What follows belongs to an exercise in optimizing a design on an open flow for small area and few clock cycles; a production flow would make more cautious choices.
At most, simulation tests tie the RTL to the original design; equivalence was not proved.
Only the layout flow was run in run 2; the RTL was not checked for function there.
Power figures rest on the tool's default switching activity, not on a simulated workload.

**config.mk**
```make
export PLATFORM = sky130hd
export DESIGN_NAME = monome_engine
export DESIGN_NICKNAME = monome_engine
export VERILOG_FILES = /design/flow/design.v
export SDC_FILE = /design/flow/constraint.sdc
export NUM_CORES = 4
export LEC_CHECK = 0
export CAP_MARGIN = 20
export CORE_MARGIN = 2
export CORE_UTILIZATION = 40
export SLEW_MARGIN = 20
```
**constraint.sdc**
```tcl
create_clock -name core_clock -period 10.0 [get_ports {clk}]
set_input_delay 2.0000 -clock core_clock [delete_from_list [all_inputs] [get_ports {clk}]]
set_output_delay 2.0000 -clock core_clock [all_outputs]
set_load 0.01 [all_outputs]
```
**design.v**
```verilog
module monome_engine (
    input  wire         clk,
    input  wire         rst,             
    input  wire         connected,       
    input  wire         rx_valid,
    input  wire [7:0]   rx_data,
    output wire         rx_ready,
    output wire         tx_valid,
    output wire [7:0]   tx_data,
    input  wire         tx_ready,
    output wire         idle,
    output wire [511:0] grid_led,
    output reg          grid_dirty,
    output reg          arc_dirty,
    input  wire         grid_dirty_clr,
    input  wire         arc_dirty_clr,
    output wire         gq_valid,
    output wire [7:0]   gq_x,
    output wire [7:0]   gq_y,
    output wire         gq_pressed,
    input  wire         gq_pop,
    output wire         aq_valid,
    output wire         aq_press,        
    output wire [7:0]   aq_index,
    output wire [7:0]   aq_value,        
    input  wire         aq_pop
);
    function [5:0] plast;
        input [7:0] o;
        begin
            case (o)
                8'h17, 8'h19, 8'h51, 8'h52:                 plast = 6'd62;   
                8'h06, 8'h08, 8'h10, 8'h11, 8'h20, 8'h21,
                8'h50, 8'h91:                               plast = 6'd63;   
                8'h04, 8'h15, 8'h16, 8'h18, 8'h90:          plast = 6'd0;    
                8'h93:                                      plast = 6'd1;    
                8'h1B, 8'h1C:                               plast = 6'd3;    
                8'h14:                                      plast = 6'd7;    
                8'h02:                                      plast = 6'd29;   
                8'h92:                                      plast = 6'd30;   
                default:                                    plast = 6'd31;   
            endcase
        end
    endfunction
    function has_payload;
        input [7:0] o;
        begin
            case (o)
                8'h02, 8'h04, 8'h06, 8'h08, 8'h10, 8'h11, 8'h14, 8'h15, 8'h16,
                8'h17, 8'h18, 8'h19, 8'h1A, 8'h1B, 8'h1C, 8'h20, 8'h21, 8'h50,
                8'h51, 8'h52, 8'h90, 8'h91, 8'h92, 8'h93: has_payload = 1'b1;
                default:                                  has_payload = 1'b0;
            endcase
        end
    endfunction
    function is_query;
        input [7:0] o;
        begin
            is_query = (o == 8'h00) || (o == 8'h01) || (o == 8'h03) ||
                       (o == 8'h05) || (o == 8'h0F);
        end
    endfunction
    reg         phase;           
    reg  [7:0]  op;
    reg  [5:0]  pcnt;
    reg  [7:0]  p0;              
    reg         yv;              
    reg  [2:0]  yr;              
    localparam [2:0] K_CLR = 3'd0, K_00 = 3'd1, K_01 = 3'd2, K_03 = 3'd3,
                     K_05 = 3'd4, K_0F = 3'd5;
    reg  [2:0]  tx_kind;
    reg  [5:0]  tx_cnt;          
    wire        seq_busy = (tx_cnt != 6'd0);
    wire        clearing = seq_busy && (tx_kind == K_CLR);
    wire [7:0]  b = rx_data;
    wire        conflict = !phase && seq_busy && (is_query(b) || b == 8'h02);
    assign rx_ready = connected && !clearing && !conflict;
    wire        acc = rx_valid && rx_ready;
    wire        last = phase ? (pcnt == plast(op)) : !has_payload(b);
    wire        done = acc && last;                  
    wire [7:0]  eop  = phase ? op : b;               
    wire        at_p0  = acc && phase && (pcnt == 6'd62);
    wire        at_p1  = acc && phase && (pcnt == 6'd63);
    wire        at_dat = acc && phase && !pcnt[5];
    wire [4:0]  k      = pcnt[4:0];
    always @(posedge clk) begin
        if (rst) begin
            phase <= 1'b0;
        end else if (acc) begin
            if (!phase) begin
                op   <= b;
                pcnt <= 6'd62;
                phase <= has_payload(b);
            end else begin
                pcnt <= pcnt + 6'd1;
                if (last)
                    phase <= 1'b0;
            end
        end
    end
    always @(posedge clk) begin
        if (at_p0)
            p0 <= b;
        if (at_p1) begin
            yv <= (b[7:3] == 5'd0);
            yr <= b[2:0];
        end
    end
    assign idle = !phase && !seq_busy;
    reg [3:0] brightness;
    always @(posedge clk) begin
        if (rst)
            brightness <= 4'd15;
        else if (at_p0 && op == 8'h17)
            brightness <= b[3:0];
    end
    reg  [7:0] id [0:31];
    wire       tx_fire  = tx_valid && tx_ready;
    wire       id_load  = acc && phase && op == 8'h02;
    wire       id_rot   = tx_fire && tx_kind == K_01 && tx_cnt != 6'd33;
    wire       id_shift = clearing || id_load || id_rot;
    wire [7:0] id_in    = clearing ? 8'h00 : id_load ? b : id[0];
    integer j;
    always @(posedge clk) begin
        if (id_shift) begin
            for (j = 0; j < 31; j = j + 1)
                id[j] <= id[j + 1];
            id[31] <= id_in;
        end
    end
    wire grid_cmd = (eop >= 8'h10 && eop <= 8'h1C && eop != 8'h17);
    wire arc_cmd  = (eop >= 8'h90 && eop <= 8'h93);
    always @(posedge clk) begin
        if (rst) begin
            grid_dirty <= 1'b1;
            arc_dirty  <= 1'b0;
        end else begin
            if (done && grid_cmd)
                grid_dirty <= 1'b1;
            else if (grid_dirty_clr)
                grid_dirty <= 1'b0;
            if (done && arc_cmd)
                arc_dirty <= 1'b1;
            else if (arc_dirty_clr)
                arc_dirty <= 1'b0;
        end
    end
    wire        xv     = (p0[7:4] == 4'd0);
    wire        bv     = (b[7:3] == 5'd0);
    wire [3:0]  hi     = b[7:4];
    wire [3:0]  lo     = b[3:0];
    wire w_all   = rst || (acc && !phase && (b == 8'h12 || b == 8'h13)) ||
                   (at_p0 && op == 8'h19);
    wire w_one1  = at_p1 && (op == 8'h10 || op == 8'h11);     
    wire w_one2  = at_dat && op == 8'h18;                      
    wire w_map   = at_dat && op == 8'h14;
    wire w_row   = at_dat && op == 8'h15;
    wire w_colc  = at_p1 && op == 8'h16;                       
    wire w_col   = at_dat && op == 8'h16;
    wire w_nmap  = at_dat && op == 8'h1A;
    wire w_nrow  = at_dat && op == 8'h1B;
    wire w_ncol  = at_dat && op == 8'h1C;
    reg  [15:0] colen;
    reg  [7:0]  rowen;
    integer c, r;
    always @* begin
        for (c = 0; c < 16; c = c + 1) begin
            colen[c] = w_all ||
                       ((w_one1 || w_one2 || w_colc || w_col || w_ncol) && xv && p0[3:0] == c) ||
                       ((w_map || w_row) && xv && p0[3] == c[3]) ||
                       ((w_nmap || w_nrow) && xv && p0[3] == c[3] && k[1:0] == c[2:1]);
        end
        for (r = 0; r < 8; r = r + 1) begin
            rowen[r] = w_all ||
                       (w_one1 && bv && b[2:0] == r) ||
                       ((w_one2 || w_row || w_nrow) && yv && yr == r) ||
                       (w_colc && bv) ||
                       (w_col && yv && b[r]) ||
                       (w_map && yv && k[2:0] == r) ||
                       (w_nmap && yv && k[4:2] == r) ||
                       (w_ncol && yv && k[1:0] == r[2:1]);
        end
    end
    reg [3:0] bus [0:15];
    integer l, p;
    always @* begin
        for (l = 0; l < 8; l = l + 1) begin
            for (p = 0; p < 2; p = p + 1) begin
                if (rst)
                    bus[2 * l + p] = 4'd0;
                else if (phase && (op == 8'h1A || op == 8'h1B))
                    bus[2 * l + p] = (l % 2 == 0) ? hi : lo;
                else if (phase && op == 8'h1C)
                    bus[2 * l + p] = (p == 0) ? hi : lo;
                else if (phase && (op == 8'h18 || op == 8'h19))
                    bus[2 * l + p] = lo;
                else if (phase && op == 8'h14)
                    bus[2 * l + p] = b[l] ? brightness : 4'd0;
                else if (phase && op == 8'h15)
                    bus[2 * l + p] = b[l] ? 4'd15 : 4'd0;
                else if (phase && op == 8'h16)
                    bus[2 * l + p] = (pcnt == 6'd0) ? 4'd15 : 4'd0;
                else if (phase ? (op == 8'h11) : (b == 8'h13))
                    bus[2 * l + p] = brightness;
                else
                    bus[2 * l + p] = 4'd0;
            end
        end
    end
    genvar gx, gy;
    generate
        for (gy = 0; gy < 8; gy = gy + 1) begin : g_row
            for (gx = 0; gx < 16; gx = gx + 1) begin : g_col
                reg [3:0] level;
                always @(posedge clk) begin
                    if (colen[gx] && rowen[gy])
                        level <= bus[2 * (gx % 8) + (gy % 2)];
                end
                assign grid_led[4 * (16 * gy + gx) +: 4] = level;
            end
        end
    endgenerate
    wire        gq_push = at_p1 && (op == 8'h20 || op == 8'h21);
    wire [16:0] gq_in   = {op[0], b, p0};
    wire        aq_push = (at_p1 && op == 8'h50) || (at_p0 && (op == 8'h51 || op == 8'h52));
    wire [16:0] aq_in   = (op == 8'h50) ? {1'b0, p0, b} : {1'b1, b, 7'd0, op[1]};
    reg [16:0] gq_mem [0:7];
    reg [3:0]  gq_count;
    reg [16:0] aq_mem [0:7];
    reg [3:0]  aq_count;
    integer q;
    always @(posedge clk) begin
        if (gq_push) begin
            gq_mem[0] <= gq_in;
            for (q = 1; q < 8; q = q + 1)
                gq_mem[q] <= gq_mem[q - 1];
        end
        if (aq_push) begin
            aq_mem[0] <= aq_in;
            for (q = 1; q < 8; q = q + 1)
                aq_mem[q] <= aq_mem[q - 1];
        end
    end
    always @(posedge clk) begin
        if (rst) begin
            gq_count <= 4'd0;
            aq_count <= 4'd0;
        end else begin
            if (gq_push) begin
                if (!gq_count[3])
                    gq_count <= gq_count + 4'd1;
            end else if (gq_pop && gq_valid)
                gq_count <= gq_count - 4'd1;
            if (aq_push) begin
                if (!aq_count[3])
                    aq_count <= aq_count + 4'd1;
            end else if (aq_pop && aq_valid)
                aq_count <= aq_count - 4'd1;
        end
    end
    wire [2:0]  gq_hi   = gq_count[2:0] - 3'd1;
    wire [2:0]  aq_hi   = aq_count[2:0] - 3'd1;
    wire [16:0] gq_head = gq_mem[gq_hi];
    wire [16:0] aq_head = aq_mem[aq_hi];
    assign gq_valid   = (gq_count != 4'd0);
    assign gq_x       = gq_head[7:0];
    assign gq_y       = gq_head[15:8];
    assign gq_pressed = gq_head[16];
    assign aq_valid = (aq_count != 4'd0);
    assign aq_press = aq_head[16];
    assign aq_index = aq_head[15:8];
    assign aq_value = aq_head[7:0];
    wire start_q = acc && !phase && is_query(b);
    always @(posedge clk) begin
        if (rst) begin
            tx_kind <= K_CLR;
            tx_cnt  <= 6'd32;
        end else if (start_q) begin
            case (b)
                8'h00:   begin tx_kind <= K_00; tx_cnt <= 6'd6;  end
                8'h01:   begin tx_kind <= K_01; tx_cnt <= 6'd33; end
                8'h03:   begin tx_kind <= K_03; tx_cnt <= 6'd4;  end
                8'h05:   begin tx_kind <= K_05; tx_cnt <= 6'd3;  end
                default: begin tx_kind <= K_0F; tx_cnt <= 6'd8;  end
            endcase
        end else if (clearing || tx_fire) begin
            tx_cnt <= tx_cnt - 6'd1;
        end
    end
    reg [7:0] rom;
    always @* begin
        rom = 8'h00;
        case (tx_kind)
            K_00: case (tx_cnt[2:0])
                      3'd5: rom = 8'h01;
                      3'd4, 3'd2, 3'd1: rom = 8'h02;
                      default: rom = 8'h00;
                  endcase
            K_01: rom = (tx_cnt == 6'd33) ? 8'h01 : id[0];
            K_03: case (tx_cnt[2:0])
                      3'd4: rom = 8'h02;
                      3'd3: rom = 8'h01;
                      default: rom = 8'h00;
                  endcase
            K_05: case (tx_cnt[1:0])
                      2'd3: rom = 8'h03;
                      2'd2: rom = 8'h10;
                      default: rom = 8'h08;
                  endcase
            default: rom = 8'h00;
        endcase
    end
    assign tx_valid = seq_busy && !clearing;
    assign tx_data  = rom;
endmodule
```
**run.sh**
```bash
#!/bin/bash
# synth_recipe.tcl (not shown) runs the flow's synth.tcl, then flattens the netlist and writes it again
# the make line also repeats each setting of config.mk as NAME=value (left out here)
make -C /OpenROAD-flow-scripts/flow DESIGN_CONFIG=/design/flow/config.mk WORK_HOME=/design/flow/orfs CLKGATE_MAP_FILE= SYNTH_SCRIPT=/design/flow/synth_recipe.tcl finish
```
==> results.cfg, run 1 <==
[worst_setup_path]
cp_data_arrival_time_ns = 4.99
required_ns = 8.00
start_kind = input port
reg2regPathDepth = 6
path_max_fanout = 17
crit_path_end_kind = output pin
path_class = input port to output pin

[clocking]
clockBufferDepth = 3
cts_sinks = 1090
clockRootBuffer = clkbuf_16
clkLatencyLatePin_ns = 0.71
htreeDepth = 3
post_cts_resized = 0
post_cts_buffers = 0
cts.clk_slew.worst_paths_ns = 0.06
cts_tree = yes
cts_buffers = 112
postCtsHoldBufs = 0

[logic_synthesis]
synth_top_area_cell = edfxtp_1
ys_seq_elements = 1090
synth.most_common_cell = edfxtp_1
synth_ff_type = edfxtp_1
synth_top_cells_by_count = 1066 x edfxtp_1, 302 x nand2_1, 179 x nor2_1
synthArstFlopShare_pct = 0
synth.top_cell.area_share_pct = 78.7
yosysWarnings = 5
synth_cells = 2513
synth_enable_flop_cells = 1066
syn-num-nets = 2553
netlist_area_mm2 = 0.0407
synth_area_leaders = edfxtp_1 79%, a22oi_1 3.3%, nand2_1 2.8%
ys_types = 94
avgSynthCellArea_um2 = 16.2
ys_seq_area_share_pct = 79.9

[grt]
grt_pass1_vias = 25000
grt_util_all_layers_pct = 24.6
grt_max_degree = 96
grt_pass1_wl_um = 184000
grt.overflow.total = 0
grt_antenna_before_repair = 6

[route]
ant_nets = 0
via_per_inst = 5.63
drcViolationCount = 0
routed_wl_um = 131000
vias = 25800
drtIter0Drc = 3069
wl_per_cell_um = 28.6
dr.pass1.iters = 5

[worst_hold_path]
whs_path_depth = 0
hold_path_class = flop to flop

[timing]
fin_crit_ns = 6.99
setup-tns-final_ns = 0
setup_viol = 0
finalClockSkew_ns = 0.0346
fmax_mhz = 143
slew_viol_final = 0
tightest_slew_ns = 1.18
holdWs_ns = 0.412
hold_viol = 0
slew_headroom_pct = 21.0
rsz0062_at_grt = false
layout_setup_ws_ns = 3.01
min_period_over_period_pct = 69.9

[finish]
synthToLayoutAreaGrowth_pct = 28.7
nFillCells = 8232
nets = 3177
postLayoutCellArea_mm2 = 0.0523
drive_gt1_share_pct = 9.99

[floorplan]
core.rowCount = 116
die_w_um = 323
die_h_um = 323
start_util_pct = 40.5
dieArea_mm2 = 0.104
ios = 578
core_mm2 = 0.100

[outcome]
status = complete, no violations

[flow_run]
max-cap-violations = 0

[pwr]
leakagePower_nw = 18.4
power.density_mw_per_mm2 = 241
ir_worst_vdd_v = 0.000193

[placed_design]
pre_cts_slack_ns = 3.09
io_buffers = 577
placed_area_mm2 = 0.0483
gp_congestion = 0.906
place_hpwl_um = 90200
[layout by cell type (no fill, tap or decap), types with 24 or more instances in the layout]
cell,count
o21ai_0,32
a21oi_1,62
inv_1,29
nor3_1,36
clkdlybuf4s50_1,576
dfxtp_1,24
a31oi_1,53
buf_4,67
clkbuf_16,115
a22oi_1,178
nand2_1,302
nor2_1,177
edfxtp_1,1066
nand3_1,59
[cell type report]
type | instances | area (um^2) | area share [%]
multi-input cells | 1256 | 7730 | 14.8
flip-flops and latches | 1090 | 32500 | 62.1
well taps | 1357 | 1700 | 3.24
repair buffers | 647 | 6300 | 12.0
clock inverters | 69 | 972 | 1.86
clock buffers | 141 | 3030 | 5.78
inverters | 30 | 113 | 0.215
diodes | 2 | 5.00 | 0.00956
[critical path, cell delays in order]
cell,delay (ns)
clkdlybuf4s50_1,0.75
buf_4,0.35
and2_1,0.29
and3_1,0.24
o211ai_1,0.17
a21oi_4,0.46
nor2b_1,0.10
clkdlybuf4s50_1,0.61
[power breakdown]
| group | leakage, nW | internal, mW | switching (mW) |
|---|---|---|---|
| Combinational | 5.58 | 0.894 | 1.31 |
| Sequential | 10.9 | 5.72 | 0.206 |
| Clock | 1.96 | 2.72 | 1.79 |
[registers in the layout (all words and copies together) (netlist names)]
| register | count |
|---|---|
| brightness | 4 |
| gq_mem | 136 |
| g_row.g_col.level | 512 |
| op | 8 |
| tx_cnt | 6 |
| pcnt | 6 |
| yv | 1 |
| yr | 3 |
| aq_count | 4 |
| p0 | 8 |
| id | 256 |
| tx_kind | 3 |
| grid_dirty | 1 |
| phase | 1 |
| gq_count | 4 |
| arc_dirty | 1 |
| aq_mem | 136 |
[kinds of logic after synthesis]
group	after synthesis	synth area share (%)
compound gates	465	8.32
xor+xnor	15	0.323
fa+ha+maj	24	0.732
buf+inv	167	1.70
flops	1090	79.9
mux	21	0.532
simple gates	731	8.48
[layer usage]
metal / wire, um / GRT usage, % / vias to the layer above
li1: - / - / 11000
met1: 53000 / 33.3 / 13200
met2: 62000 / 38.5 / 1339
met3: 12200 / 6.45 / 251
met4: 4130 / 8.20 / 6
met5: 41 / 0 / -
[stage by stage]
stage	power [mW]	util, %	cells
6_report	12.6	52.1	4592
5_1_grt	13.1	52.1	4590
4_1_cts	12.7	52.1	4588
3_5_place_dp	8.21	48.1	4378
3_3_place_gp	8.17	48.0	4377
2_1_floorplan	7.19	-	2513
[final timing paths]
| path | to | slack (ns) | start |
|---|---|---|---|
| worst max register to register | aq_mem[7][13] | 5.12 | phase |
| worst max-delay path | rx_ready | 3.01 | rx_data[0] |
| worst min-delay path | id[8][0] | 0.41 | id[9][0] |
| worst min register to register | id[8][0] | 0.41 | id[9][0] |
Testbench counts, summed over its fixed seeds: cycles 35,268.
==> inputs of run 2 (changes only) <==
--- a/design.v
+++ b/design.v
@@ -73,7 +73,10 @@
     wire        seq_busy = (tx_cnt != 6'd0);
     wire        clearing = seq_busy && (tx_kind == K_CLR);
     wire [7:0]  b = rx_data;
-    wire        conflict = !phase && seq_busy && (is_query(b) || b == 8'h02);
+    reg         pend;            
+    reg  [2:0]  pend_kind;
+    wire        id_busy  = (seq_busy && tx_kind == K_01) || (pend && pend_kind == K_01);
+    wire        conflict = !phase && ((seq_busy && is_query(b) && pend) || (id_busy && b == 8'h02));
     assign rx_ready = connected && !clearing && !conflict;
     wire        acc = rx_valid && rx_ready;
     wire        last = phase ? (pcnt == plast(op)) : !has_payload(b);
@@ -270,21 +273,51 @@
     assign aq_press = aq_head[16];
     assign aq_index = aq_head[15:8];
     assign aq_value = aq_head[7:0];
-    wire start_q = acc && !phase && is_query(b);
+    wire       start_q = acc && !phase && is_query(b);
+    reg  [2:0] q_kind;
+    always @* begin
+        case (b)
+            8'h00:   q_kind = K_00;
+            8'h01:   q_kind = K_01;
+            8'h03:   q_kind = K_03;
+            8'h05:   q_kind = K_05;
+            default: q_kind = K_0F;
+        endcase
+    end
+    function [5:0] klen;
+        input [2:0] kk;
+        begin
+            case (kk)
+                K_00:    klen = 6'd6;
+                K_01:    klen = 6'd33;
+                K_03:    klen = 6'd4;
+                K_05:    klen = 6'd3;
+                default: klen = 6'd8;
+            endcase
+        end
+    endfunction
+    wire tx_end = tx_fire && tx_cnt == 6'd1;
     always @(posedge clk) begin
         if (rst) begin
             tx_kind <= K_CLR;
             tx_cnt  <= 6'd32;
-        end else if (start_q) begin
-            case (b)
-                8'h00:   begin tx_kind <= K_00; tx_cnt <= 6'd6;  end
-                8'h01:   begin tx_kind <= K_01; tx_cnt <= 6'd33; end
-                8'h03:   begin tx_kind <= K_03; tx_cnt <= 6'd4;  end
-                8'h05:   begin tx_kind <= K_05; tx_cnt <= 6'd3;  end
-                default: begin tx_kind <= K_0F; tx_cnt <= 6'd8;  end
-            endcase
-        end else if (clearing || tx_fire) begin
-            tx_cnt <= tx_cnt - 6'd1;
+            pend    <= 1'b0;
+        end else begin
+            if (start_q && (!seq_busy || tx_end)) begin
+                tx_kind <= q_kind;
+                tx_cnt  <= klen(q_kind);
+            end else if (tx_end && pend) begin
+                tx_kind <= pend_kind;
+                tx_cnt  <= klen(pend_kind);
+            end else if (clearing || tx_fire) begin
+                tx_cnt <= tx_cnt - 6'd1;
+            end
+            if (start_q && seq_busy && !tx_end) begin
+                pend      <= 1'b1;
+                pend_kind <= q_kind;
+            end else if (tx_end) begin
+                pend <= 1'b0;
+            end
         end
     end
     reg [7:0] rom;
==> flow/run.sh (new file) <==
#!/bin/bash
# The standard layout, with two changes: port buffers use the smallest
# buffer cell, and clock tree synthesis adds no dummy loads.
set -euo pipefail
export BUFFER_PORTS_ARGS="-buffer_cell sky130_fd_sc_hd__buf_1"
export CTS_ARGS="-sink_clustering_enable -repair_clock_nets -dont_use_dummy_load"
bash standard.sh finish > standard_flow.log 2>&1
==> standard.sh (new file) <==
#!/bin/bash
# synth_recipe.tcl (not shown) runs the flow's synth.tcl, then flattens the netlist and writes it again
# the make line also repeats each setting of config.mk as NAME=value (left out here)
make -C /OpenROAD-flow-scripts/flow DESIGN_CONFIG=/design/flow/config.mk WORK_HOME=/design/flow/orfs CLKGATE_MAP_FILE= SYNTH_SCRIPT=/design/flow/synth_recipe.tcl "${@:-finish}"
--- a/config.mk
+++ b/config.mk
@@ -7,5 +7,5 @@
 export LEC_CHECK = 0
 export CAP_MARGIN = 20
 export CORE_MARGIN = 2
-export CORE_UTILIZATION = 40
+export CORE_UTILIZATION = 60
 export SLEW_MARGIN = 20
removed: run.sh
==> run 2 against run 1 <==
Against the previous run: critical path depth is 1 higher; maximum frequency up 9.4%; highest routed layer unchanged; register-to-register slack gained 0.09 ns; synthesized cell count down 0.24%; setup slack better by 0.60 ns; non-clock buffer count down 32; die area down 33%; critical endpoint is now aq_value[3]; clock-buffer cell count fell by 34.
==> results.cfg, run 2 <==
[timing]
fmax_mhz = 157
rsz0062_at_grt = false
finalClockSkew_ns = 0.0781
setup_viol = 0
tightest_slew_ns = 1.17
slew_viol_final = 0
layout_setup_ws_ns = 3.61
hold_viol = 0
setup-tns-final_ns = 0
slew_headroom_pct = 21.8
fin_crit_ns = 6.39
min_period_over_period_pct = 63.9

[clocking]
cts_buffers = 107
cts_sinks = 1094
htreeDepth = 3
postCtsHoldBufs = 0
clkLatencyLatePin_ns = 0.67
cts_tree = yes
post_cts_resized = 0
clockBufferDepth = 3
clockRootBuffer = clkbuf_16
post_cts_buffers = 0
cts.clk_slew.worst_paths_ns = 0.06

[pwr]
ir_worst_vdd_v = 0.000169
leakagePower_nw = 16.0
power.density_mw_per_mm2 = 229

[logic_synthesis]
avgSynthCellArea_um2 = 16.1
synth_top_cells_by_count = 1069 x edfxtp_1, 356 x nand2_1, 214 x nor2_1
synth_top_area_cell = edfxtp_1
synth_ff_type = edfxtp_1
yosysWarnings = 5
ys_types = 88
ys_seq_area_share_pct = 80.6
synth_cells = 2507
synth.top_cell.area_share_pct = 79.4
synth.most_common_cell = edfxtp_1
synth_enable_flop_cells = 1069
syn-num-nets = 2547
synthArstFlopShare_pct = 0
netlist_area_mm2 = 0.0405
ys_seq_elements = 1094
synth_area_leaders = edfxtp_1 79%, nand2_1 3.3%, nor2_1 2.0%

[route]
dr.pass1.iters = 6
drtIter0Drc = 3023
drcViolationCount = 0
wl_met2_um = 54100
wl_met3_um = 11500
wl_met1_um = 42000
wl_per_cell_um = 28.1
routed_wl_um = 112000
ant_nets = 0
top_layer = met5
vias = 24700
via_per_inst = 6.19

[placed_design]
place_hpwl_um = 77600
io_buffers = 577
pre_cts_slack_ns = 4.01
gp_congestion = 0.905
dp.cells = 3878
placed_area_mm2 = 0.0436

[finish]
layout_commonest_cell = edfxtp_1
largest_register_ffs = 512
synthToLayoutAreaGrowth_pct = 14.5
biggestRegsByFlops = g_row.g_col.level (512), id (256)
postLayoutCellArea_mm2 = 0.0463
nFillCells = 4494
drive_gt1_share_pct = 7.55
fin_cells = 3985
largest_register = g_row.g_col.level
multi_input_area_mm2 = 0.00735
seqCellArea_mm2 = 0.0326
final_cell_mix = 1069 x edfxtp_1, 572 x buf_1, 356 x nand2_1, 214 x nor2_1, 108 x a21oi_1
nets = 3154
antenna_cells = 0

[worst_setup_path]
critPathSlowestCell = or4_1
crit_buf_inv = 3
cp_data_arrival_time_ns = 4.39
required_ns = 8.00
crit_path_end_kind = output pin
path_delay_family = simple AND/OR/NAND/NOR gates
path_class = flop to output pin
cp_cell_sequence = inv_1 > ha_1 > xor2_4 > buf_4 > and2_0 > or4_1 > nor2_1 > a31oi_1 > buf_1
path_max_fanout = 48
slowest_delay_ns = 0.92
start_kind = flop

[outcome]
status = complete, no violations

[grt]
grt_pass1_wl_um = 163000
grt_max_degree = 186
grt_util_all_layers_pct = 32.0
grt_antenna_before_repair = 3
grt.overflow.total = 0
grt_pass1_vias = 24400

[floorplan]
core_mm2 = 0.0669
start_util_pct = 60.4
core.rowCount = 95
die_h_um = 264
die_w_um = 264
ios = 578
dieArea_mm2 = 0.0695

[worst_hold_path]
hold_path_class = flop to flop

[flow_run]
max-cap-violations = 0
run 2: cells by family (layout without fill, tap and decap cells):
| kind of cell | Yosys count | count (layout) | synth area share (%) |
|---|---|---|---|
| compound gates | 404 | 404 | 7.06 |
| flops | 1094 | 1094 | 80.6 |
| buf+inv | 145 | 750 | 1.49 |
| fa+ha+maj | 24 | 24 | 0.736 |
| xor+xnor | 16 | 16 | 0.346 |
| mux | 21 | 21 | 0.538 |
| simple gates | 803 | 803 | 9.24 |
run 2: worst register-to-register path: cells and delay by family (launching register included):
kind	cells	cell delay, ns
simple gates	3	2.74
compound gates	1	0.23
buf+inv	1	0.95
flops	1	0.40
run 2: path summary, 6_finish.rpt:
kind,slack (ns),startpoint,endpoint,cells after the start
worst max-delay path,3.61,aq_count[0],aq_value[3],9
worst min-delay path,0.37,id[24][7],id[23][7],0
worst max register to register,5.21,tx_cnt[2],gq_mem[0][3],5
worst min register to register,0.37,id[24][7],id[23][7],0
run 2: cell type report:
class / count / share of cell area (%)
Sequential cell: 1094 / 70.4
Multi-Input combinational cell: 1268 / 15.9
Clock buffer: 107 / 5.78
Timing Repair Buffer: 615 / 5.34
Tap cell: 873 / 2.36
Inverter: 28 / 0.232
run 2: routing by layer:
layer | track usage (%) | up-vias
met5 | 0 | -
met2 | 51.5 | 1325
met1 | 41.7 | 12400
met3 | 9.03 | 238
met4 | 12.9 | 6
li1 | - | 10700
run 2: metrics by stage:
stage / utilization (%) / hold slack, ns / power, mW
floorplan: - / 0.400 / 6.77
global placement: 65.2 / 0.401 / 7.26
detailed placement: 65.2 / 0.405 / 7.28
CTS: 69.2 / 0.369 / 10.6
global route: 69.2 / 0.376 / 11.0
finish: 69.2 / 0.370 / 10.6
run 2: power breakdown:
part	switching, mW	internal (mW)	leakage (nW)	total (mW)
Sequential	0.204	5.71	10.9	5.91
Clock	1.51	1.86	1.32	3.37
Combinational	0.911	0.387	3.72	1.30
Total	2.63	7.96	16.0	10.6
==> inputs of run 3 (changes only) <==
--- a/design.v
+++ b/design.v
@@ -156,7 +156,9 @@
                    (at_p0 && op == 8'h19);
     wire w_one1  = at_p1 && (op == 8'h10 || op == 8'h11);     
     wire w_one2  = at_dat && op == 8'h18;                      
+    wire w_mapc  = at_p1 && op == 8'h14;                       
     wire w_map   = at_dat && op == 8'h14;
+    wire w_rowc  = at_p1 && op == 8'h15;                       
     wire w_row   = at_dat && op == 8'h15;
     wire w_colc  = at_p1 && op == 8'h16;                       
     wire w_col   = at_dat && op == 8'h16;
@@ -170,39 +172,39 @@
         for (c = 0; c < 16; c = c + 1) begin
             colen[c] = w_all ||
                        ((w_one1 || w_one2 || w_colc || w_col || w_ncol) && xv && p0[3:0] == c) ||
-                       ((w_map || w_row) && xv && p0[3] == c[3]) ||
+                       ((w_mapc || w_rowc) && xv && p0[3] == c[3]) ||
+                       ((w_map || w_row) && xv && p0[3] == c[3] && b[c % 8]) ||
                        ((w_nmap || w_nrow) && xv && p0[3] == c[3] && k[1:0] == c[2:1]);
         end
         for (r = 0; r < 8; r = r + 1) begin
             rowen[r] = w_all ||
                        (w_one1 && bv && b[2:0] == r) ||
+                       (w_rowc && bv && b[2:0] == r) ||
                        ((w_one2 || w_row || w_nrow) && yv && yr == r) ||
-                       (w_colc && bv) ||
+                       ((w_colc || w_mapc) && bv) ||
                        (w_col && yv && b[r]) ||
                        (w_map && yv && k[2:0] == r) ||
                        (w_nmap && yv && k[4:2] == r) ||
                        (w_ncol && yv && k[1:0] == r[2:1]);
         end
     end
-    reg [3:0] bus [0:15];
+    reg [3:0] bus [0:3];
     integer l, p;
     always @* begin
-        for (l = 0; l < 8; l = l + 1) begin
+        for (l = 0; l < 2; l = l + 1) begin
             for (p = 0; p < 2; p = p + 1) begin
                 if (rst)
                     bus[2 * l + p] = 4'd0;
                 else if (phase && (op == 8'h1A || op == 8'h1B))
-                    bus[2 * l + p] = (l % 2 == 0) ? hi : lo;
+                    bus[2 * l + p] = (l == 0) ? hi : lo;
                 else if (phase && op == 8'h1C)
                     bus[2 * l + p] = (p == 0) ? hi : lo;
                 else if (phase && (op == 8'h18 || op == 8'h19))
                     bus[2 * l + p] = lo;
+                else if (phase && (op == 8'h15 || op == 8'h16))
+                    bus[2 * l + p] = pcnt[5] ? 4'd0 : 4'd15;
                 else if (phase && op == 8'h14)
-                    bus[2 * l + p] = b[l] ? brightness : 4'd0;
-                else if (phase && op == 8'h15)
-                    bus[2 * l + p] = b[l] ? 4'd15 : 4'd0;
-                else if (phase && op == 8'h16)
-                    bus[2 * l + p] = (pcnt == 6'd0) ? 4'd15 : 4'd0;
+                    bus[2 * l + p] = pcnt[5] ? 4'd0 : brightness;
                 else if (phase ? (op == 8'h11) : (b == 8'h13))
                     bus[2 * l + p] = brightness;
                 else
@@ -217,7 +219,7 @@
                 reg [3:0] level;
                 always @(posedge clk) begin
                     if (colen[gx] && rowen[gy])
-                        level <= bus[2 * (gx % 8) + (gy % 2)];
+                        level <= bus[2 * (gx % 2) + (gy % 2)];
                 end
                 assign grid_led[4 * (16 * gy + gx) +: 4] = level;
             end
@@ -261,10 +263,16 @@
                 aq_count <= aq_count - 4'd1;
         end
     end
-    wire [2:0]  gq_hi   = gq_count[2:0] - 3'd1;
-    wire [2:0]  aq_hi   = aq_count[2:0] - 3'd1;
-    wire [16:0] gq_head = gq_mem[gq_hi];
-    wire [16:0] aq_head = aq_mem[aq_hi];
+    reg [16:0] gq_head, aq_head;
+    integer h;
+    always @* begin
+        gq_head = 17'd0;
+        aq_head = 17'd0;
+        for (h = 0; h < 8; h = h + 1) begin
+            gq_head = gq_head | ({17{gq_count == h + 1}} & gq_mem[h]);
+            aq_head = aq_head | ({17{aq_count == h + 1}} & aq_mem[h]);
+        end
+    end
     assign gq_valid   = (gq_count != 4'd0);
     assign gq_x       = gq_head[7:0];
     assign gq_y       = gq_head[15:8];
==> flow/run.sh (replaced) <==
#!/bin/bash
# The standard layout, with these changes: port buffers use the smallest
# buffer cell, and clock tree synthesis adds no dummy loads and clusters
# up to 25 flip-flops (within 150 um) per leaf buffer.
set -euo pipefail
export BUFFER_PORTS_ARGS="-buffer_cell sky130_fd_sc_hd__buf_1"
export CTS_ARGS="-sink_clustering_enable -repair_clock_nets -dont_use_dummy_load -sink_clustering_size 25 -sink_clustering_max_diameter 150"
bash standard.sh finish > standard_flow.log 2>&1
==> run 3 against run 2 <==
Against the previous run: clock-buffer cell count decreased by 58; area after synthesis decreased by 4.6%; critical path depth decreased by 1; clock skew decreased by 0.022 ns; final area decreased by 6.6%; non-clock buffer count increased by 15; combinational power decreased by 26%; sequential share of layout area increased by 5.0 points; setup slack improved by 0.71 ns; synthesized cell count decreased by 16%.
==> results.cfg, run 3 <==
[timing]
layout_setup_ws_ns = 4.33
setup_viol = 0
rsz0062_at_grt = false
slew_viol_final = 0
setup-tns-final_ns = 0
slew_headroom_pct = 25.8
fin_crit_ns = 5.67
fmax_mhz = 176
finalClockSkew_ns = 0.0565
tightest_slew_ns = 1.11
min_period_over_period_pct = 56.7
hold_viol = 0

[route]
drcViolationCount = 0
wl_met3_um = 9970
vias = 21600
top_layer = met5
dr.pass1.iters = 6
wl_met2_um = 47100
routed_wl_um = 98100
drtIter0Drc = 2858
wl_met1_um = 37800
via_per_inst = 6.09
ant_nets = 0
wl_per_cell_um = 27.7

[clocking]
post_cts_resized = 0
cts.clk_slew.worst_paths_ns = 0.10
clkLatencyLatePin_ns = 0.64
htreeDepth = 2
post_cts_buffers = 0
cts_sinks = 1094
clockRootBuffer = clkbuf_16
postCtsHoldBufs = 0
clockBufferDepth = 3
cts_buffers = 49
cts_tree = yes

[worst_setup_path]
cp_data_arrival_time_ns = 3.67
path_delay_family = compound AO/OA/AOI/OAI gates
reg2reg_from = pcnt[0]
start_kind = input port
crit_buf_inv = 3
path_class = input port to output pin
crit_start = rx_data[2]
path_max_fanout = 21
critPathMostFrequentCell = buf_1
required_ns = 8.00
cp_cell_sequence = buf_1 > buf_4 > nor4b_1 > a31oi_1 > o41ai_1 > a41o_1 > nor2_1 > buf_1
slowest_delay_ns = 0.45
critPathSlowestCell = nor4b_1
crit_path_end_kind = output pin

[pwr]
power.density_mw_per_mm2 = 209
ir_worst_vdd_v = 0.000181
leakagePower_nw = 14.4
fin_total_pwr_mw = 9.02

[placed_design]
gp_congestion = 0.915
place_hpwl_um = 66200
pre_cts_slack_ns = 4.33
io_buffers = 577

[floorplan]
start_util_pct = 60.9
core.rowCount = 92
die_w_um = 258
dieArea_mm2 = 0.0664
core_mm2 = 0.0633
ios = 578
die_h_um = 258

[flow_run]
max-cap-violations = 0

[logic_synthesis]
synth.most_common_cell = edfxtp_1
synth_enable_flop_cells = 1069
synth_area_leaders = edfxtp_1 83%, a22oi_1 2.5%, nor2_1 2.1%
avgSynthCellArea_um2 = 18.3
synth_top_cells_by_count = 1069 x edfxtp_1, 221 x nor2_1, 131 x a22oi_1
ys_types = 77
yosysWarnings = 5
synth_cells = 2106
netlist_area_mm2 = 0.0386
synth_ff_type = edfxtp_1
synth.top_cell.area_share_pct = 83.2
syn-num-nets = 2145
ys_seq_elements = 1094
synthArstFlopShare_pct = 0
ys_seq_area_share_pct = 84.5
synth_top_area_cell = edfxtp_1

[grt]
grt_pass1_wl_um = 142000
grt_pass1_vias = 21300
grt_max_degree = 189
grt.overflow.total = 0
grt_util_all_layers_pct = 29.1
grt_antenna_before_repair = 1

[finish]
antenna_cells = 0
nets = 2734
largest_register_ffs = 512
biggestRegsByFlops = g_row.g_col.level (512), id (256)
final_util_pct = 68.3
synthToLayoutAreaGrowth_pct = 12.1
layout_commonest_cell = edfxtp_1
drive_gt1_share_pct = 6.35
final_cell_mix = 1069 x edfxtp_1, 576 x buf_1, 219 x nor2_1, 131 x a22oi_1, 64 x nand2_1
largest_register = g_row.g_col.level

[worst_hold_path]
min-delay-start = id[5][7]
hold_path_class = flop to flop

[outcome]
status = complete, no violations
-- run 3: cell count changes in the layout (fill, tap and decap cells not counted), moves of 10 or more --
| cell | change |
|---|---|
| a21boi_1 | -11 |
| a21oi_1 | -74 |
| a221oi_2 | +10 |
| a222oi_1 | -10 |
| a22oi_1 | +70 |
| a31oi_1 | -22 |
| and2_1 | +10 |
| buf_4 | +16 |
| clkbuf_16 | -58 |
| nand2_1 | -292 |
| nand3_1 | -24 |
| nand4_1 | +19 |
| o21ai_1 | -35 |
-- run 3: worst register-to-register path, cell delays in order (launching register included) --
cell      delay (ns)
edfxtp_1        0.56
ha_1            0.46
nand3_1         0.19
or3_1           0.47
or4_4           0.54
or4b_4          0.61
inv_4           0.60
buf_4           0.86
-- run 3: cell families (layout without fill, tap and decap cells) --
group | Yosys count | after routing | share of synthesized area [%]
multiplexers | 22 | 22 | 0.597
AO/OA/AOI/OAI | 327 | 327 | 6.15
buffers and inverters | 125 | 712 | 1.24
XOR/XNOR | 15 | 15 | 0.340
AND/OR/NAND/NOR | 499 | 499 | 6.41
flip-flops | 1094 | 1094 | 84.5
adder cells (fa/ha/maj) | 24 | 24 | 0.765
-- run 3: worst paths after layout --
path	to	slack (ns)	cells past startpoint
worst min-delay path	id[4][7]	0.40	0
worst max register to register	gq_mem[2][10]	5.27	7
worst max-delay path	rx_ready	4.33	8
worst min register to register	id[4][7]	0.40	0
-- run 3: per-layer routing --
metal | global-route usage [%] | vias to the layer above
met5 | 0 | -
met4 | 9.39 | 2
met3 | 8.38 | 183
met2 | 46.4 | 1091
met1 | 39.4 | 10900
li1 | - | 9363
-- run 3: where the power goes --
part | switching [mW] | total (mW) | internal [mW]
logic | 0.675 | 0.964 | 0.288
registers | 0.205 | 5.91 | 5.70
clock network | 1.27 | 2.15 | 0.878
-- run 3: final cells by class --
class                      instances  area [um^2]
inverter                          33          126
clock buffer                      49         1230
fill                            4300        20100
multi-input combinational        887         5660
sequential                      1094        32600
timing repair buffer             630         2580
tap                              846         1060
-- run 3: metrics by stage --
stage          std cells  hold slack, ns  area (um^2)
6_report            3539           0.403        43200
3_5_place_dp        3490           0.405        42000
2_1_floorplan       2106           0.400        38600
5_1_grt             3539           0.411        43200
3_3_place_gp        3490           0.402        42000
4_1_cts             3539           0.393        43200
Testbench counts of run 3, summed over its fixed seeds: cycles 34,809.
==> inputs of run 4 (changes only) <==
--- a/design.v
+++ b/design.v
@@ -73,11 +73,20 @@
     wire        seq_busy = (tx_cnt != 6'd0);
     wire        clearing = seq_busy && (tx_kind == K_CLR);
     wire [7:0]  b = rx_data;
+    reg         gq_fill, aq_fill;  
+    reg  [2:0]  rp;              
+    reg  [4:0]  ph;              
     reg         pend;            
     reg  [2:0]  pend_kind;
     wire        id_busy  = (seq_busy && tx_kind == K_01) || (pend && pend_kind == K_01);
     wire        conflict = !phase && ((seq_busy && is_query(b) && pend) || (id_busy && b == 8'h02));
-    assign rx_ready = connected && !clearing && !conflict;
+    wire        gq_ok    = !gq_fill && (gq_n[3:1] == 3'd0 || rp == gq_tp);
+    wire        aq_ok    = !aq_fill && (aq_n[3:1] == 3'd0 || rp == aq_tp);
+    wire        q_wait   = phase && (((pcnt == 6'd63) && (op == 8'h20 || op == 8'h21) && !gq_ok) ||
+                                     ((pcnt == 6'd63) && op == 8'h50 && !aq_ok) ||
+                                     ((pcnt == 6'd62) && (op == 8'h51 || op == 8'h52) && !aq_ok));
+    wire        id_wait  = phase && op == 8'h02 && pcnt != 6'd62 && ph != pcnt[4:0] + 5'd2;
+    assign rx_ready = connected && !clearing && !conflict && !q_wait && !id_wait;
     wire        acc = rx_valid && rx_ready;
     wire        last = phase ? (pcnt == plast(op)) : !has_payload(b);
     wire        done = acc && last;                  
@@ -109,7 +118,7 @@
             yr <= b[2:0];
         end
     end
-    assign idle = !phase && !seq_busy;
+    assign idle = !phase && !seq_busy && !gq_fill && !aq_fill;
     reg [3:0] brightness;
     always @(posedge clk) begin
         if (rst)
@@ -119,18 +128,23 @@
     end
     reg  [7:0] id [0:31];
     wire       tx_fire  = tx_valid && tx_ready;
+    wire       id_p0    = at_p0 && op == 8'h02;
     wire       id_load  = acc && phase && op == 8'h02;
-    wire       id_rot   = tx_fire && tx_kind == K_01 && tx_cnt != 6'd33;
-    wire       id_shift = clearing || id_load || id_rot;
     wire [7:0] id_in    = clearing ? 8'h00 : id_load ? b : id[0];
     integer j;
     always @(posedge clk) begin
-        if (id_shift) begin
-            for (j = 0; j < 31; j = j + 1)
-                id[j] <= id[j + 1];
-            id[31] <= id_in;
-        end
+        for (j = 0; j < 31; j = j + 1)
+            id[j] <= id[j + 1];
+        id[31] <= id_in;
     end
+    always @(posedge clk) begin
+        if (rst)
+            ph <= 5'd0;
+        else
+            ph <= id_p0 ? 5'd1 : ph + 5'd1;
+    end
+    wire [4:0] id_slot  = 5'd0 - tx_cnt[4:0] - ph;
+    wire       id_ready = (id_slot[4:3] == 2'b00);
     wire grid_cmd = (eop >= 8'h10 && eop <= 8'h1C && eop != 8'h17);
     wire arc_cmd  = (eop >= 8'h90 && eop <= 8'h93);
     always @(posedge clk) begin
@@ -229,58 +243,103 @@
     wire [16:0] gq_in   = {op[0], b, p0};
     wire        aq_push = (at_p1 && op == 8'h50) || (at_p0 && (op == 8'h51 || op == 8'h52));
     wire [16:0] aq_in   = (op == 8'h50) ? {1'b0, p0, b} : {1'b1, b, 7'd0, op[1]};
-    reg [16:0] gq_mem [0:7];
-    reg [3:0]  gq_count;
-    reg [16:0] aq_mem [0:7];
-    reg [3:0]  aq_count;
-    integer q;
     always @(posedge clk) begin
-        if (gq_push) begin
-            gq_mem[0] <= gq_in;
-            for (q = 1; q < 8; q = q + 1)
-                gq_mem[q] <= gq_mem[q - 1];
-        end
-        if (aq_push) begin
-            aq_mem[0] <= aq_in;
-            for (q = 1; q < 8; q = q + 1)
-                aq_mem[q] <= aq_mem[q - 1];
+        if (rst)
+            rp <= 3'd0;
+        else
+            rp <= (rp == 3'd6) ? 3'd0 : rp + 3'd1;
+    end
+    reg [16:0] gq_h, aq_h;
+    reg [16:0] gq_r [0:6];
+    reg [16:0] aq_r [0:6];
+    reg [3:0]  gq_n, aq_n;
+    reg [2:0]  gq_hp, gq_tp, aq_hp, aq_tp;
+    wire gq_do_pop = gq_pop && gq_valid;
+    wire aq_do_pop = aq_pop && aq_valid;
+    wire gq_wr_ring = gq_push && gq_n != 4'd0;
+    wire gq_h_ring  = (gq_push && gq_n[3]) || (gq_fill && rp == gq_hp);
+    wire aq_wr_ring = aq_push && aq_n != 4'd0;
+    wire aq_h_ring  = (aq_push && aq_n[3]) || (aq_fill && rp == aq_hp);
+    function [2:0] inc7;
+        input [2:0] v;
+        begin
+            inc7 = (v == 3'd6) ? 3'd0 : v + 3'd1;
         end
+    endfunction
+    integer q;
+    always @(posedge clk) begin
+        for (q = 0; q < 6; q = q + 1) begin
+            gq_r[q] <= gq_r[q + 1];
+            aq_r[q] <= aq_r[q + 1];
+        end
+        gq_r[6] <= gq_wr_ring ? gq_in : gq_r[0];
+        aq_r[6] <= aq_wr_ring ? aq_in : aq_r[0];
+        if (gq_push && gq_n == 4'd0)
+            gq_h <= gq_in;
+        else if (gq_h_ring)
+            gq_h <= gq_r[0];
+        if (aq_push && aq_n == 4'd0)
+            aq_h <= aq_in;
+        else if (aq_h_ring)
+            aq_h <= aq_r[0];
     end
     always @(posedge clk) begin
         if (rst) begin
-            gq_count <= 4'd0;
-            aq_count <= 4'd0;
+            gq_n <= 4'd0; gq_hp <= 3'd0; gq_tp <= 3'd0; gq_fill <= 1'b0;
+            aq_n <= 4'd0; aq_hp <= 3'd0; aq_tp <= 3'd0; aq_fill <= 1'b0;
         end else begin
             if (gq_push) begin
-                if (!gq_count[3])
-                    gq_count <= gq_count + 4'd1;
-            end else if (gq_pop && gq_valid)
-                gq_count <= gq_count - 4'd1;
+                if (gq_n[3]) begin
+                    gq_hp <= inc7(gq_hp);
+                    gq_tp <= inc7(gq_tp);
+                end else begin
+                    gq_n <= gq_n + 4'd1;
+                    if (gq_n == 4'd1) begin        
+                        gq_hp <= rp;
+                        gq_tp <= inc7(rp);
+                    end else if (gq_n != 4'd0)
+                        gq_tp <= inc7(gq_tp);
+                end
+            end else if (gq_fill) begin
+                if (rp == gq_hp) begin
+                    gq_fill <= 1'b0;
+                    gq_hp   <= inc7(gq_hp);
+                end
+            end else if (gq_do_pop) begin
+                gq_n    <= gq_n - 4'd1;
+                gq_fill <= (gq_n != 4'd1);
+            end
             if (aq_push) begin
-                if (!aq_count[3])
-                    aq_count <= aq_count + 4'd1;
-            end else if (aq_pop && aq_valid)
-                aq_count <= aq_count - 4'd1;
-        end
-    end
-    reg [16:0] gq_head, aq_head;
-    integer h;
-    always @* begin
-        gq_head = 17'd0;
-        aq_head = 17'd0;
-        for (h = 0; h < 8; h = h + 1) begin
-            gq_head = gq_head | ({17{gq_count == h + 1}} & gq_mem[h]);
-            aq_head = aq_head | ({17{aq_count == h + 1}} & aq_mem[h]);
+                if (aq_n[3]) begin
+                    aq_hp <= inc7(aq_hp);
+                    aq_tp <= inc7(aq_tp);
+                end else begin
+                    aq_n <= aq_n + 4'd1;
+                    if (aq_n == 4'd1) begin        
+                        aq_hp <= rp;
+                        aq_tp <= inc7(rp);
+                    end else if (aq_n != 4'd0)
+                        aq_tp <= inc7(aq_tp);
+                end
+            end else if (aq_fill) begin
+                if (rp == aq_hp) begin
+                    aq_fill <= 1'b0;
+                    aq_hp   <= inc7(aq_hp);
+                end
+            end else if (aq_do_pop) begin
+                aq_n    <= aq_n - 4'd1;
+                aq_fill <= (aq_n != 4'd1);
+            end
         end
     end
-    assign gq_valid   = (gq_count != 4'd0);
-    assign gq_x       = gq_head[7:0];
-    assign gq_y       = gq_head[15:8];
-    assign gq_pressed = gq_head[16];
-    assign aq_valid = (aq_count != 4'd0);
-    assign aq_press = aq_head[16];
-    assign aq_index = aq_head[15:8];
-    assign aq_value = aq_head[7:0];
+    assign gq_valid   = (gq_n != 4'd0);
+    assign gq_x       = gq_h[7:0];
+    assign gq_y       = gq_h[15:8];
+    assign gq_pressed = gq_h[16];
+    assign aq_valid = (aq_n != 4'd0);
+    assign aq_press = aq_h[16];
+    assign aq_index = aq_h[15:8];
+    assign aq_value = aq_h[7:0];
     wire       start_q = acc && !phase && is_query(b);
     reg  [2:0] q_kind;
     always @* begin
@@ -337,7 +396,7 @@
                       3'd4, 3'd2, 3'd1: rom = 8'h02;
                       default: rom = 8'h00;
                   endcase
-            K_01: rom = (tx_cnt == 6'd33) ? 8'h01 : id[0];
+            K_01: rom = (tx_cnt == 6'd33) ? 8'h01 : id[id_slot[2:0]];
             K_03: case (tx_cnt[2:0])
                       3'd4: rom = 8'h02;
                       3'd3: rom = 8'h01;
@@ -351,6 +410,7 @@
             default: rom = 8'h00;
         endcase
     end
-    assign tx_valid = seq_busy && !clearing;
+    assign tx_valid = seq_busy && !clearing &&
+                      !(tx_kind == K_01 && tx_cnt != 6'd33 && !id_ready);
     assign tx_data  = rom;
 endmodule
==> run 4 against run 3 <==
Against the previous run: still clean on timing, DRC and antenna; via count up 1.1%; area after synthesis shrank 6.8%; clock-buffer cell count grew 1; total power shrank 11%; clock skew is 0.0011 ns lower; first-iteration DRC count shrank 34%.
==> results.cfg, run 4 <==
[grt]
grt.overflow.total = 0
grt_max_degree = 47
grt_util_all_layers_pct = 30.8
grt_pass1_wl_um = 142000
grt_antenna_before_repair = 1
grt_pass1_vias = 20600

[timing]
slew_headroom_pct = 31.3
min_period_over_period_pct = 67.3
setup_viol = 0
setup-tns-final_ns = 0
slew_viol_final = 0
fmax_mhz = 149
holdWs_ns = 0.318
tightest_slew_ns = 1.02
finalClockSkew_ns = 0.0554
hold_viol = 0
rsz0062_at_grt = false
fin_crit_ns = 6.73

[clocking]
cts_buffers = 50
postCtsHoldBufs = 0
clkLatencyLatePin_ns = 0.63
clockBufferDepth = 3
htreeDepth = 2
cts.clk_slew.worst_paths_ns = 0.09
post_cts_resized = 0
clockRootBuffer = clkbuf_16
cts_sinks = 1116
post_cts_buffers = 0
cts_tree = yes

[finish]
largest_register_ffs = 512
biggestRegsByFlops = g_row.g_col.level (512), id (256)
synthToLayoutAreaGrowth_pct = 12.4
antenna_cells = 0
final_cell_mix = 576 x buf_1, 575 x edfxtp_1, 541 x dfxtp_1, 199 x nor2_1, 138 x nand2_1
final_util_pct = 68.4
drive_gt1_share_pct = 7.88
nets = 3005
layout_commonest_cell = buf_1
fin_cells = 3730
largest_register = g_row.g_col.level

[logic_synthesis]
synthArstFlopShare_pct = 0
synth-simple-area-share_pct = 8.95
synth_area_leaders = edfxtp_1 48%, dfxtp_1 30%, nor2_1 2.1%
synth-compound-area-share_pct = 6.21
ys_types = 91
synth_top_area_cell = edfxtp_1
synth.top_cell.area_share_pct = 48.0
synth_enable_flop_cells = 575
synth_cells = 2377
syn-num-nets = 2423
synth_fa_ha_area_share_pct = 1.06
muxShareOfSynthArea_pct = 2.88
netlist_area_mm2 = 0.0360
synth_ff_type = edfxtp_1
ys_seq_elements = 1116
ys_seq_area_share_pct = 78.1
synth_top_family_by_area = simple AND/OR/NAND/NOR gates
synth.most_common_cell = edfxtp_1
yosysWarnings = 5
avgSynthCellArea_um2 = 15.1
synth_top_cells_by_count = 575 x edfxtp_1, 541 x dfxtp_1, 199 x nor2_1
synth_xor_area_share_pct = 1.00

[worst_setup_path]
reg2reg_from = op[7]
critPathSlowestCell = or4_4
critPathMostFrequentCell = buf_1
crit_start = rx_data[1]
required_ns = 8.00
cp_cell_sequence = buf_1 > buf_4 > or3_1 > o211ai_1 > and4_4 > or4_4 > nor2_4 > buf_1
path_class = input port to output pin
slowest_delay_ns = 0.80
path_max_fanout = 34
crit_path_end_kind = output pin
reg2reg_to = g_row[1].g_col[4].level[1]
cp_data_arrival_time_ns = 4.73
setup.worst_path.end = rx_ready
reg2regPathDepth = 8
rrSetupSlack_ns = 5.09
start_kind = input port

[placed_design]
place_hpwl_um = 69000
gp_congestion = 0.919
io_buffers = 577
dp.cells = 3679

[outcome]
status = complete, no violations

[worst_hold_path]
min-delay-start = id[25][7]
hold_path_class = flop to flop

[pwr]
power.density_mw_per_mm2 = 199
p_comb_share_pct = 10.7
leakagePower_nw = 14.0
p_int_mw = 6.10
power.share.sequential_pct = 62.4
switching_share_pct = 24.2
clkPwrFrac_pct = 26.9
p_sw_mw = 1.94
ir_worst_vdd_v = 0.000177

[route]
wl_per_cell_um = 26.0
routed_wl_um = 97000
vias = 21800
drtIter0Drc = 1898
via_per_inst = 5.84
drcViolationCount = 0
dr.pass1.iters = 5
ant_nets = 0

[floorplan]
start_util_pct = 60.8
die_w_um = 249
core.rowCount = 89
core_mm2 = 0.0591
dieArea_mm2 = 0.0619
die_h_um = 249
ios = 578

[flow_run]
max-cap-violations = 0
==> run 4: cell types whose count changed after synthesis, sizes merged, moves of 26 or more <==
cell,previous run,this run
dfxtp,25,541
mux2,8,51
o21ai,38,82
mux2i,14,44
edfxtp,1069,575
nand3,23,55
a22oi,132,3
a21oi,42,94
nand2,64,141
buf,15,41
==> run 4: layout make-up <==
cell class	instances	area, um^2
timing repair buffer	635	2610
clock buffer	50	1250
fill	4216	18700
tap	773	967
inverter	49	184
multi-input combinational	1107	7340
sequential	1116	28100
==> run 4: worst max-delay path: cells and delay by family <==
kind            cells  cell delay [ns]
compound gates      1             0.15
simple gates        4             1.90
buf+inv             3             0.65
==> run 4: power by group through the flow <==
stage | clock network [mW] | registers, mW | logic (mW)
CTS | 2.20 | 5.02 | 0.854
detailed placement | 0 | 5.12 | 0.851
global placement | 0 | 5.12 | 0.827
floorplan | 0 | 5.14 | 0.533
global route | 2.36 | 5.03 | 0.933
finish | 2.16 | 5.02 | 0.856
==> run 4: kinds of logic (layout without fill, tap and decap cells) <==
family / count (synthesis) / after routing
flip-flops: 1116 / 1116
AND/OR/NAND/NOR: 614 / 614
AO/OA/AOI/OAI: 329 / 329
buffers and inverters: 154 / 734
multiplexers: 96 / 96
XOR/XNOR: 38 / 38
adder cells (fa/ha/maj): 30 / 30
==> run 4: through the flow <==
step	setup slack (ns)	instance area (um^2)	power, mW
2_1_floorplan	4.33	36000	5.67
3_3_place_gp	3.43	39200	5.95
3_5_place_dp	3.34	39200	5.97
4_1_cts	3.33	40400	8.07
5_1_grt	3.19	40400	8.33
6_report	3.27	40400	8.04
==> run 4: layer usage <==
metal | GRT usage (%) | vias up | wire length (um)
li1 | - | 9740 | -
met1 | 41.2 | 10800 | 38400
met2 | 53.0 | 1062 | 48600
met3 | 4.98 | 142 | 7380
met4 | 7.79 | 2 | 2610
met5 | 0 | - | 10
==> run 4: how the worst min path moves through the flow <==
stage                        to  slack, ns  depth (start not counted)
floorplan            aq_r[0][0]       0.31                          0
finish                id[24][7]       0.32                          0
global route          id[24][0]       0.32                          0
CTS                   id[24][0]       0.32                          0
global placement    aq_r[3][11]       0.31                          0
detailed placement    id[11][5]       0.31                          0
Testbench counts of run 4, summed over its fixed seeds: cycles 35,278.
==> inputs of run 5 (changes only) <==
--- a/design.v
+++ b/design.v
@@ -89,8 +89,6 @@
     assign rx_ready = connected && !clearing && !conflict && !q_wait && !id_wait;
     wire        acc = rx_valid && rx_ready;
     wire        last = phase ? (pcnt == plast(op)) : !has_payload(b);
-    wire        done = acc && last;                  
-    wire [7:0]  eop  = phase ? op : b;               
     wire        at_p0  = acc && phase && (pcnt == 6'd62);
     wire        at_p1  = acc && phase && (pcnt == 6'd63);
     wire        at_dat = acc && phase && !pcnt[5];
@@ -144,19 +142,20 @@
             ph <= id_p0 ? 5'd1 : ph + 5'd1;
     end
     wire [4:0] id_slot  = 5'd0 - tx_cnt[4:0] - ph;
-    wire       id_ready = (id_slot[4:3] == 2'b00);
-    wire grid_cmd = (eop >= 8'h10 && eop <= 8'h1C && eop != 8'h17);
-    wire arc_cmd  = (eop >= 8'h90 && eop <= 8'h93);
+    wire       id_ready = (id_slot[1:0] == 2'b00);
+    wire grid_cmd = (b >= 8'h10 && b <= 8'h1C && b != 8'h17);
+    wire arc_cmd  = (b >= 8'h90 && b <= 8'h93);
+    wire op_acc   = acc && !phase;
     always @(posedge clk) begin
         if (rst) begin
             grid_dirty <= 1'b1;
             arc_dirty  <= 1'b0;
         end else begin
-            if (done && grid_cmd)
+            if (op_acc && grid_cmd)
                 grid_dirty <= 1'b1;
             else if (grid_dirty_clr)
                 grid_dirty <= 1'b0;
-            if (done && arc_cmd)
+            if (op_acc && arc_cmd)
                 arc_dirty <= 1'b1;
             else if (arc_dirty_clr)
                 arc_dirty <= 1'b0;
@@ -396,7 +395,7 @@
                       3'd4, 3'd2, 3'd1: rom = 8'h02;
                       default: rom = 8'h00;
                   endcase
-            K_01: rom = (tx_cnt == 6'd33) ? 8'h01 : id[id_slot[2:0]];
+            K_01: rom = (tx_cnt == 6'd33) ? 8'h01 : id[{id_slot[4:2], 2'b00}];
             K_03: case (tx_cnt[2:0])
                       3'd4: rom = 8'h02;
                       3'd3: rom = 8'h01;
==> run 5 against run 4 <==
Against the previous run: still clean; clock skew up 0.0034 ns; non-clock buffer count down 2; area after synthesis down 0.42%; combinational power up 25%; maximum frequency up 4.3%; flip-flop and latch count unchanged; core utilization down 0.12 points; sequential share of layout area up 0.25 points; first-iteration DRC count up 27%; cell count down 1.3%; clock power about the same; routed wire length up 1.2%; critical endpoint unchanged; highest routed layer unchanged.
==> results.cfg, run 5 <==
[worst_setup_path]
slowest_delay_ns = 0.56
crit_path_end_kind = output pin
worst-path-stages = 8
path_delay_family = simple AND/OR/NAND/NOR gates
required_ns = 8.00
path_max_fanout = 22
reg2regPathDepth = 8
crit_buf_inv = 4
path_class = input port to output pin
start_kind = input port
cp_data_arrival_time_ns = 4.45
critPathSlowestCell = nor2_1
cp_cell_sequence = buf_1 > buf_4 > inv_1 > nor2_1 > o2111ai_4 > and3_1 > and3_1 > buf_1

[placed_design]
place_hpwl_um = 68500
gp_congestion = 0.969
placed_area_mm2 = 0.0390
io_buffers = 577
dp.cells = 3629
pre_cts_slack_ns = 3.60

[finish]
fin_cells = 3681
synthToLayoutAreaGrowth_pct = 12.5
postLayoutCellArea_mm2 = 0.0403
layout_commonest_cell = buf_1
drive_gt1_share_pct = 8.26
biggestRegsByFlops = g_row.g_col.level (512), id (256)
largest_register_ffs = 512
final_util_pct = 68.3
largest_register = g_row.g_col.level
final_cell_mix = 576 x buf_1, 575 x edfxtp_1, 541 x dfxtp_1, 137 x a21oi_1, 122 x nand2_1
nets = 2954

[timing]
slew_headroom_pct = 24.5
tightest_slew_ns = 1.13
setup_viol = 0
fmax_mhz = 155
slew_viol_final = 0
setup-tns-final_ns = 0
rsz0062_at_grt = false
holdWs_ns = 0.296
layout_setup_ws_ns = 3.55
finalClockSkew_ns = 0.0588
fin_crit_ns = 6.45
min_period_over_period_pct = 64.5
hold_viol = 0

[logic_synthesis]
synth_top_cells_by_count = 575 x edfxtp_1, 541 x dfxtp_1, 141 x a21oi_1
synth_top_area_cell = edfxtp_1
syn-num-nets = 2378
ys_seq_area_share_pct = 78.4
synth_ff_type = edfxtp_1
synthArstFlopShare_pct = 0
synth_cells = 2333
synth-simple-area-share_pct = 7.56
netlist_area_mm2 = 0.0358
synth.top_cell.area_share_pct = 48.2
ys_types = 100
synth_area_leaders = edfxtp_1 48%, dfxtp_1 30%, a21oi_1 2.0%
synth.most_common_cell = edfxtp_1
synth_enable_flop_cells = 575
synth_top_family_by_area = compound AO/OA/AOI/OAI gates
muxShareOfSynthArea_pct = 2.28
avgSynthCellArea_um2 = 15.4
synth_xor_area_share_pct = 1.04
yosysWarnings = 5
ys_seq_elements = 1116
synth-compound-area-share_pct = 7.62
synth_fa_ha_area_share_pct = 1.05

[route]
routed_wl_um = 98200
via_per_inst = 5.90
ant_nets = 0
vias = 21700
drcViolationCount = 0
dr.pass1.iters = 5
wl_per_cell_um = 26.7
drtIter0Drc = 2401

[floorplan]
die_h_um = 248
core_mm2 = 0.0590
core.rowCount = 89
start_util_pct = 60.7
die_w_um = 248
ios = 578
dieArea_mm2 = 0.0617

[worst_hold_path]
whs_path_depth = 0
hold_path_class = flop to flop

[grt]
grt_pass1_vias = 20300
grt_util_all_layers_pct = 30.9
grt_antenna_before_repair = 2
grt_max_degree = 81
grt_pass1_wl_um = 139000
grt.overflow.total = 0

[clocking]
clockBufferDepth = 3
post_cts_buffers = 0
cts_buffers = 50
cts_tree = yes
postCtsHoldBufs = 0
htreeDepth = 2
clockRootBuffer = clkbuf_16
clkLatencyLatePin_ns = 0.65
cts.clk_slew.worst_paths_ns = 0.10
post_cts_resized = 0
cts_sinks = 1116

[outcome]
status = complete, no violations

[pwr]
power.density_mw_per_mm2 = 205
ir_worst_vdd_v = 0.000212
fin_total_pwr_mw = 8.26
leakagePower_nw = 14.0

[flow_run]
max-cap-violations = 0
[run 5: changes by cell type in the layout (fill, tap and decap cells not counted), sizes merged, moves of 10 or more]
cell / change
a21oi: +47
a221oi: -10
a311oi: -16
mux2i: -20
nand2: -19
nand3: -20
nor2: -69
nor3: +11
nor4: -12
o211ai: +22
xnor2: +10
[run 5: kinds of logic after synthesis]
| logic type | Yosys count |
|---|---|
| adder cells (fa/ha/maj) | 30 |
| AO/OA/AOI/OAI | 415 |
| multiplexers | 74 |
| AND/OR/NAND/NOR | 495 |
| XOR/XNOR | 41 |
| flip-flops | 1116 |
| buffers and inverters | 162 |
[run 5: layout make-up]
cell class | instances | area (um^2)
diodes | 1 | 2.50
clock buffers | 50 | 1250
fillers | 4192 | 18700
inverters | 53 | 199
multi-input cells | 1055 | 7190
flip-flops and latches | 1116 | 28100
well taps | 773 | 967
repair buffers | 633 | 2590
[run 5: worst reg2reg max path, stage by stage, from the launching register on]
cell	delay, ns
edfxtp_1	0.97
nor2b_1	0.67
and3_1	0.36
o2111ai_2	0.49
o2111ai_2	0.54
nand2_1	0.42
nor2_4	0.18
buf_4	0.79
a21oi_1	0.47
[run 5: report_power, final]
part / switching (mW) / internal, mW
logic: 0.740 / 0.329
clock network: 1.28 / 0.895
registers: 0.0964 / 4.92
total: 2.12 / 6.14
[run 5: per-layer routing]
metal	share of wire [%]	up-vias	global-route usage [%]
li1	-	9642	-
met1	39	10800	42.0
met2	49	1125	51.3
met3	7.9	160	5.28
met4	3.2	2	9.65
met5	0.016	-	0
[run 5: worst paths after layout]
kind / slack [ns] / to / from
setup / recovery: 3.55 / rx_ready / rx_data[1]
hold / removal: 0.30 / id[12][0] / id[13][0]
setup reg to reg: 4.78 / g_row[3].g_col[12].level[1] / op[1]
hold reg to reg: 0.30 / id[12][0] / id[13][0]
Testbench counts of run 5, summed over its fixed seeds: cycles 35,137.

port drivers added, routing unchanged:
Ports are ideal in the flow. The routed layouts listed here were re-timed in OpenROAD. Step 1 (the two cells are an assumption about what drives the block):
set clk [get_ports {clk}]
set_driving_cell -lib_cell sky130_fd_sc_hd__clkbuf_16 $clk
set_driving_cell -lib_cell sky130_fd_sc_hd__buf_2 [delete_from_list [all_inputs] $clk]
Step 2 adds t to the input delays and takes it off the output delays; t is the mean of the earliest and latest rising clock arrival at the registers after step 1. Input paths then give back, and output paths get back, about the clock's delay inside the block. a / b / c = ideal ports / drivers / drivers and shift; a / b = the first two.
| run | t, ns | slack for setup (ns) | worst register clock-pin slew, ns | worst slew at a driven data input, ns |
|---|---|---|---|---|
| run 1 | 0.762 | 3.011 / 2.918 / 2.918 | 0.07 / 0.07 | 0.11 |
| run 2 | 0.696 | 3.612 / 3.550 / 3.989 | 0.06 / 0.06 | 0.09 |
| run 3 | 0.679 | 4.326 / 4.268 / 4.268 | 0.10 / 0.10 | 0.09 |
| run 4 | 0.668 | 3.267 / 3.242 / 3.242 | 0.11 / 0.11 | 0.05 |
| run 5 | 0.683 | 3.545 / 3.491 / 3.491 | 0.10 / 0.10 | 0.09 |
After both steps every run listed still meets setup and hold. For run 1, which loses most, drivers alone change the setup slack by -0.093 ns; drivers and shift together by -0.093 ns.
